Background: an optimization exercise with open tools, aiming at small area, a short achievable clock period and few clock cycles per item. Do not read the settings as production practice.
At most, simulation tests tie the RTL to the original design; equivalence was not proved.
No activity file was given, so power comes from the tool's default toggle rates.

==> module sge_escaper, before the edit <==
module sge_escaper (
    input  wire       clk,
    input  wire       rst,
    input  wire       in_valid,
    output wire       in_ready,
    input  wire [7:0] in_data,
    input  wire       in_last,
    output reg        out_valid,
    input  wire       out_ready,
    output reg  [7:0] out_data,
    output reg        out_last
);
    localparam [7:0] ESC_BYTE  = 8'h54;
    localparam [7:0] SYNC_BYTE = 8'hAB;
    localparam [7:0] SYNC_SUB  = 8'h9F;
    reg pend;         
    reg pend_sync;    
    reg pend_last;
    wire out_fire = out_valid && out_ready;
    assign in_ready = !out_valid || (out_ready && !pend);
    wire in_fire  = in_valid && in_ready;
    wire reserved = (in_data == ESC_BYTE) || (in_data == SYNC_BYTE);
    always @(posedge clk) begin
        if (rst) begin
            out_valid <= 1'b0;
            pend      <= 1'b0;
        end else if (in_fire) begin
            out_valid <= 1'b1;
            pend      <= reserved;
            pend_sync <= in_data[7];      
            pend_last <= in_last;
            out_data  <= reserved ? ESC_BYTE : in_data;
            out_last  <= in_last && !reserved;
        end else if (out_fire) begin
            out_valid <= pend;
            pend      <= 1'b0;
            out_data  <= pend_sync ? SYNC_SUB : ESC_BYTE;
            out_last  <= pend_last;
        end
    end
endmodule
==> module sge_fec_esc, before the edit <==
module sge_fec_esc (
    input  wire       clk,
    input  wire       rst,
    input  wire       in_valid,
    output wire       in_ready,
    input  wire [7:0] in_data,
    input  wire       in_last,
    output wire       out_valid,
    input  wire       out_ready,
    output wire [7:0] out_data,
    output wire       out_last
);
    reg       mv;              
    reg [7:0] md;
    reg       ml;
    reg       sf;              
    reg       in_rdy;          
    wire      se = !sf;
    reg [7:0] sd;
    reg       sl;
    reg [7:0] pos;
    reg       par_ph;          
    reg       pad;             
    reg       fin;             
    reg       flush;           
    reg       cv;              
    reg [7:0] cd;
    reg       cl;
    assign in_ready = in_rdy;
    wire in_fire = in_valid && se;
    wire esc_ready;
    wire c_free   = !cv || esc_ready;
    wire src_ok   = par_ph || pad || mv;
    wire step     = flush || (c_free && src_ok);
    wire take     = step && !par_ph && !pad;
    wire [7:0] par31;
    wire [7:0] sym      = pad ? 8'h00 : md;
    wire [7:0] cod_data = par_ph ? par31 : sym;
    wire       cod_last = par_ph && fin && (pos == 8'd254);
    wire       wrap     = (pos == 8'd254);
    wire       to_par   = (pos == 8'd222);
    wire [7:0] pos_n    = !step ? pos    : wrap ? 8'd0 : pos + 8'd1;
    wire       par_ph_n = !step ? par_ph : wrap ? 1'b0 : (par_ph || to_par);
    wire       pad_n    = !step ? pad    : wrap ? 1'b0 : (pad || (take && ml && !to_par));
    wire       m_free = !mv || take;
    wire       mv_n   = m_free ? (!se || in_fire) : 1'b1;
    wire [7:0] md_n   = !m_free ? md : !se ? sd : in_data;
    wire       ml_n   = !m_free ? ml : !se ? sl : in_last;
    wire       se_n   = m_free || (se && !in_fire);
    always @(posedge clk) begin
        if (rst) begin
            mv     <= 1'b0;
            sf     <= 1'b0;
            in_rdy <= 1'b1;
            pos    <= 8'd223;
            par_ph <= 1'b1;
            flush  <= 1'b1;
            pad    <= 1'b0;
            cv     <= 1'b0;
        end else begin
            mv   <= mv_n;
            md   <= md_n;
            ml   <= ml_n;
            sf     <= !se_n;
            in_rdy <= se_n;
            if (!m_free && in_fire) begin
                sd <= in_data; sl <= in_last;
            end
            pos    <= pos_n;
            par_ph <= par_ph_n;
            pad    <= pad_n;
            if (step && wrap)
                flush <= 1'b0;
            if (take)
                fin <= ml;
            if (c_free) begin
                cv <= step && !flush;
                cd <= cod_data;
                cl <= cod_last;
            end
        end
    end
    sge_rs_encoder u_rs (
        .clk     (clk),
        .rst     (rst),
        .en      (step),
        .zero    (par_ph),
        .zero_n  (par_ph_n),
        .sym     (sym),
        .par_out (par31)
    );
    sge_escaper u_esc (
        .clk       (clk),
        .rst       (rst),
        .in_valid  (cv),
        .in_ready  (esc_ready),
        .in_data   (cd),
        .in_last   (cl),
        .out_valid (out_valid),
        .out_ready (out_ready),
        .out_data  (out_data),
        .out_last  (out_last)
    );
endmodule
clock: 4.0 ns
lec_check: 0
cap_margin: 20
core_margin: 2
core_utilization: 70
cts_buf_list: sky130_fd_sc_hd__clkbuf_8
cts_cluster_diameter: 40
cts_cluster_size: 16
setup_slack_margin: 2.0
slew_margin: 20
run.sh (not shown) runs the stock make flow with config.mk's settings and CLKGATE_MAP_FILE= SYNTH_SCRIPT=/design/flow/synth_recipe.tcl, a recipe that flattens the netlist after the stock synthesis.
The first run completed without violations.
Testbench counts at the start, summed over its fixed seeds: cycles 31,336, out bytes 31,088.
Edit:
--- a/flow/design.v
+++ b/flow/design.v
@@ -297,6 +297,8 @@
     input  wire       rst,
     input  wire       in_valid,
     output wire       in_ready,
+    output wire       in_free,     
+    output wire       in_pend,     
     input  wire [7:0] in_data,
     input  wire       in_last,
     output reg        out_valid,
@@ -312,6 +314,8 @@
     reg pend_last;
     wire out_fire = out_valid && out_ready;
     assign in_ready = !out_valid || (out_ready && !pend);
+    assign in_free  = !out_valid;
+    assign in_pend  = pend;
     wire in_fire  = in_valid && in_ready;
     wire reserved = (in_data == ESC_BYTE) || (in_data == SYNC_BYTE);
     always @(posedge clk) begin
@@ -348,11 +352,6 @@
     reg       mv;              
     reg [7:0] md;
     reg       ml;
-    reg       sf;              
-    reg       in_rdy;          
-    wire      se = !sf;
-    reg [7:0] sd;
-    reg       sl;
     reg [7:0] pos;
     reg       par_ph;          
     reg       pad;             
@@ -361,13 +360,16 @@
     reg       cv;              
     reg [7:0] cd;
     reg       cl;
-    assign in_ready = in_rdy;
-    wire in_fire = in_valid && se;
-    wire esc_ready;
+    wire esc_ready, esc_free, esc_pend;
     wire c_free   = !cv || esc_ready;
     wire src_ok   = par_ph || pad || mv;
     wire step     = flush || (c_free && src_ok);
     wire take     = step && !par_ph && !pad;
+    wire msg_ph   = !par_ph && !pad;
+    wire rdy_a    = !mv || (msg_ph && (!cv || esc_free));
+    wire rdy_b    = msg_ph && !esc_pend;
+    assign in_ready = rdy_a || (rdy_b && out_ready);
+    wire in_fire  = in_valid && in_ready;
     wire [7:0] par31;
     wire [7:0] sym      = pad ? 8'h00 : md;
     wire [7:0] cod_data = par_ph ? par31 : sym;
@@ -377,29 +379,19 @@
     wire [7:0] pos_n    = !step ? pos    : wrap ? 8'd0 : pos + 8'd1;
     wire       par_ph_n = !step ? par_ph : wrap ? 1'b0 : (par_ph || to_par);
     wire       pad_n    = !step ? pad    : wrap ? 1'b0 : (pad || (take && ml && !to_par));
-    wire       m_free = !mv || take;
-    wire       mv_n   = m_free ? (!se || in_fire) : 1'b1;
-    wire [7:0] md_n   = !m_free ? md : !se ? sd : in_data;
-    wire       ml_n   = !m_free ? ml : !se ? sl : in_last;
-    wire       se_n   = m_free || (se && !in_fire);
+    wire       mv_n   = in_fire || (mv && !take);
     always @(posedge clk) begin
         if (rst) begin
             mv     <= 1'b0;
-            sf     <= 1'b0;
-            in_rdy <= 1'b1;
             pos    <= 8'd223;
             par_ph <= 1'b1;
             flush  <= 1'b1;
             pad    <= 1'b0;
             cv     <= 1'b0;
         end else begin
-            mv   <= mv_n;
-            md   <= md_n;
-            ml   <= ml_n;
-            sf     <= !se_n;
-            in_rdy <= se_n;
-            if (!m_free && in_fire) begin
-                sd <= in_data; sl <= in_last;
+            mv <= mv_n;
+            if (in_fire) begin
+                md <= in_data; ml <= in_last;
             end
             pos    <= pos_n;
             par_ph <= par_ph_n;
@@ -429,6 +421,8 @@
         .rst       (rst),
         .in_valid  (cv),
         .in_ready  (esc_ready),
+        .in_free   (esc_free),
+        .in_pend   (esc_pend),
         .in_data   (cd),
         .in_last   (cl),
         .out_valid (out_valid),
=> The changed run went through all stages and came out clean. Via count decreases slightly. Setup slack is worse by 350 ps. Worst hold slack is worse by 3.1 ps. Sequential power decreases by a few percent. Routed wire length decreases by a few percent. Clock power decreases by a little under a tenth. Global-route usage decreases by 2.0 points.
Only the layout flow was run in the second run of this note; the RTL was not checked for function there.

==> afterwards: timing with drivers on the ports <==
How much do the figures lean on ideal ports? The routed layouts below were timed once more, with nothing changed but the port constraints. Step 1 (the two cells are an assumption about what drives the block):
set clk [get_ports {clk}]
set_driving_cell -lib_cell sky130_fd_sc_hd__clkbuf_16 $clk
set_driving_cell -lib_cell sky130_fd_sc_hd__buf_2 [delete_from_list [all_inputs] $clk]
Step 2, shift: input delay + t, output delay - t, t = (earliest + latest rising clock arrival at the registers) / 2. This alone moves slack from input paths to output paths. Three values: ideal, step 1, step 2; two values: the first two.
run | shift t [ns] | setup WS [ns] | latest minus earliest clock arrival (ns) | worst slew at a driven data input, ns
the first run | 0.607 | 2.013 / 2.008 / 1.459 | 0.030 / 0.030 | 0.04
the second run | 0.593 | 1.661 / 1.619 / 1.448 | 0.031 / 0.031 | 0.04
After both steps every run listed still meets setup and hold. For the first run, which loses most, drivers alone change the setup slack by -0.005 ns; drivers and shift together by -0.554 ns.
